From an optimization exercise on the open Yosys and OpenROAD flow, aimed at small area; shortcuts taken in it are not production practice. The RTL was checked by simulation tests, not by an equivalence proof against the original design. No activity file was given, so power comes from the tool's default toggle rates.

Setup of the previous run:
Design mansos_demod, start of the top module:
module mansos_demod (
    input  wire        clk,
    input  wire        rst,           
    input  wire        start,         
    output wire        raw_re,        
    output wire [7:0]  raw_addr,
    input  wire [7:0]  raw_rdata,
    output wire        busy,
    output wire        done,          
    output wire [2:0]  result,
    output wire [1:0]  halt_state,
    output wire [3:0]  bit_len,
    output wire [6:0]  bit_count,
    output wire        over,          
    output wire [3:0]  nbytes,
    output wire [63:0] frame_out
);
For scale: ~610 cells after synthesis, about 110 I/O pins, ~0.0063 sq mm of cells after synthesis.
clock: 18.0 ns
lec_check: 0
cap_margin: 20
core_margin: 2
core_utilization: 40
slew_margin: 20
standard.sh (not shown) runs the stock make flow with config.mk's settings and CLKGATE_MAP_FILE= SYNTH_SCRIPT=/design/flow/synth_recipe.tcl, a recipe that flattens the netlist after the stock synthesis.
==> flow/flow/run.sh <==
#!/bin/bash
# The standard layout (standard.sh: standard synthesis, floorplan, place,
# CTS, route, finish) with two changes:
#  - the port buffers that global placement puts on every input and output
#    use sky130_fd_sc_hd__buf_1 instead of the cell buffer_ports picks;
#  - clock tree synthesis uses clkbuf_8 buffers and inserts no dummy loads.
set -euo pipefail
export BUFFER_PORTS_ARGS="-buffer_cell sky130_fd_sc_hd__buf_1"
export CTS_ARGS="-sink_clustering_enable -repair_clock_nets -dont_use_dummy_load -buf_list sky130_fd_sc_hd__clkbuf_8"
bash standard.sh > standard.log 2>&1
The previous run: flow completed, timing, DRC and antenna clean
Modified inputs, the current run compared to the previous run
==> flow/flow/run.sh <==
#!/bin/bash
# The standard layout (standard.sh: standard synthesis, floorplan, place,
# CTS, route, finish) with two changes:
#  - the port buffers that global placement puts on every input and output
#    use sky130_fd_sc_hd__buf_1 instead of the cell buffer_ports picks;
#  - clock tree synthesis uses clkbuf_4 buffers and inserts no dummy loads.
set -euo pipefail
export BUFFER_PORTS_ARGS="-buffer_cell sky130_fd_sc_hd__buf_1"
export CTS_ARGS="-sink_clustering_enable -repair_clock_nets -dont_use_dummy_load -buf_list sky130_fd_sc_hd__clkbuf_4"
bash standard.sh > standard.log 2>&1
### Flow results
The previous run ended with every stage complete and zero timing, DRC or antenna violations.
The current run | status: complete | timing, DRC, antenna: pass
[compare] base=the previous run new=the current run: worst reg-to-reg setup slack stayed essentially flat, detailed-route wire length on metal 1 decreased about 2.5%, power density of the placed cells went down.
Setup slack in the current run is smaller than in the previous run.

---

Setup of 07-17:
mansos_demod, a different RTL version from the one above (not shown whole).
Size in the first run: ~110 I/O pins, roughly 0.0064 sq mm of cells after synthesis.
==> flow/config.mk <==
export PLATFORM = sky130hd
export DESIGN_NAME = mansos_demod
export DESIGN_NICKNAME = mansos_demod
export VERILOG_FILES = /design/flow/design.v
export SDC_FILE = /design/flow/constraint.sdc
export NUM_CORES = 4
export LEC_CHECK = 0
export CAP_MARGIN = 20
export CORE_MARGIN = 2
export CORE_UTILIZATION = 40
export CTS_BUF_LIST = sky130_fd_sc_hd__clkbuf_8
export SLEW_MARGIN = 20
==> flow/constraint.sdc <==
create_clock -name core_clock -period 18.0 [get_ports {clk}]
set_input_delay 3.6000 -clock core_clock [delete_from_list [all_inputs] [get_ports {clk}]]
set_output_delay 3.6000 -clock core_clock [all_outputs]
set_load 0.01 [all_outputs]
run.sh (not shown) runs the stock make flow with config.mk's settings and CLKGATE_MAP_FILE= SYNTH_SCRIPT=/design/flow/synth_recipe.tcl, a recipe that flattens the netlist after the stock synthesis.
Stock flow here: none of the scripts above is used.
--- input diff 07-17..03-09 ---
- clearing CTS_BUF_LIST, which used to be sky130_fd_sc_hd__clkbuf_8
==> flow/flow/run.sh (new file) <==
#!/bin/bash
# The standard layout (standard.sh: standard synthesis, floorplan, place,
# CTS, route, finish), with one change: the port buffers that global
# placement inserts on every input and output use sky130_fd_sc_hd__buf_1
# instead of the cell buffer_ports picks by default.
set -euo pipefail
export BUFFER_PORTS_ARGS="-buffer_cell sky130_fd_sc_hd__buf_1"
bash standard.sh > standard.log 2>&1
==> flow/standard.sh (new file) <==
#!/bin/bash
# synth_recipe.tcl (not shown) runs the flow's synth.tcl, then flattens the netlist and writes it again
# the make line also repeats each setting of config.mk as NAME=value (left out here)
make -C /OpenROAD-flow-scripts/flow DESIGN_CONFIG=/design/flow/config.mk WORK_HOME=/design/flow/orfs CLKGATE_MAP_FILE= SYNTH_SCRIPT=/design/flow/synth_recipe.tcl "${@:-finish}"
removed: flow/run.sh
==> notes.md <==
Utilization 07-17 -> 03-09: down. 03-09 against 07-17: clock-buffer cell count has increased; met3 wire length has increased. When the final numbers for 07-17 and 03-09 were put side by side, the met3 routing resource usage after global routing turned out to be smaller in 03-09. Across both runs, mean number of vias per cell was higher for 03-09 than for 07-17.

-- afterwards: timing with drivers on the ports --
The flow's constraints put no driver on any port. The routed layouts listed below were extracted and timed again, unchanged, in two steps.
Step 1 sets driving cells, clkbuf_16 on the clock port and buf_2 on the other inputs (assumed; they add their load-dependent delay and slew).
Step 2 adds t to the input delays and takes it off the output delays; t is the mean of the earliest and latest rising clock arrival at the registers after step 1. Input paths then give back, and output paths get back, about the clock's delay inside the block.
Slacks: ideal / step 1 / step 2; pairs: ideal / step 1.
| run | shift t [ns] | slack for setup (ns) | hold WS [ns] | worst setup path at the end | latest minus earliest clock arrival (ns) |
|---|---|---|---|---|---|
| the previous run | 0.462 | 9.021 / 9.021 / 9.021 | 0.444 / 0.444 / 0.444 | register to register | 0.020 / 0.020 |
| the current run | 0.554 | 9.016 / 9.016 / 9.016 | 0.446 / 0.446 / 0.446 | register to register | 0.028 / 0.028 |
| 07-17 | 0.475 | 8.964 / 8.964 / 8.964 | 0.449 / 0.449 / 0.449 | register to register | 0.010 / 0.010 |
| 03-09 | 0.460 | 9.119 / 9.119 / 9.119 | 0.448 / 0.448 / 0.448 | register to register | 0.010 / 0.011 |
After both steps setup and hold are still met in every run listed.
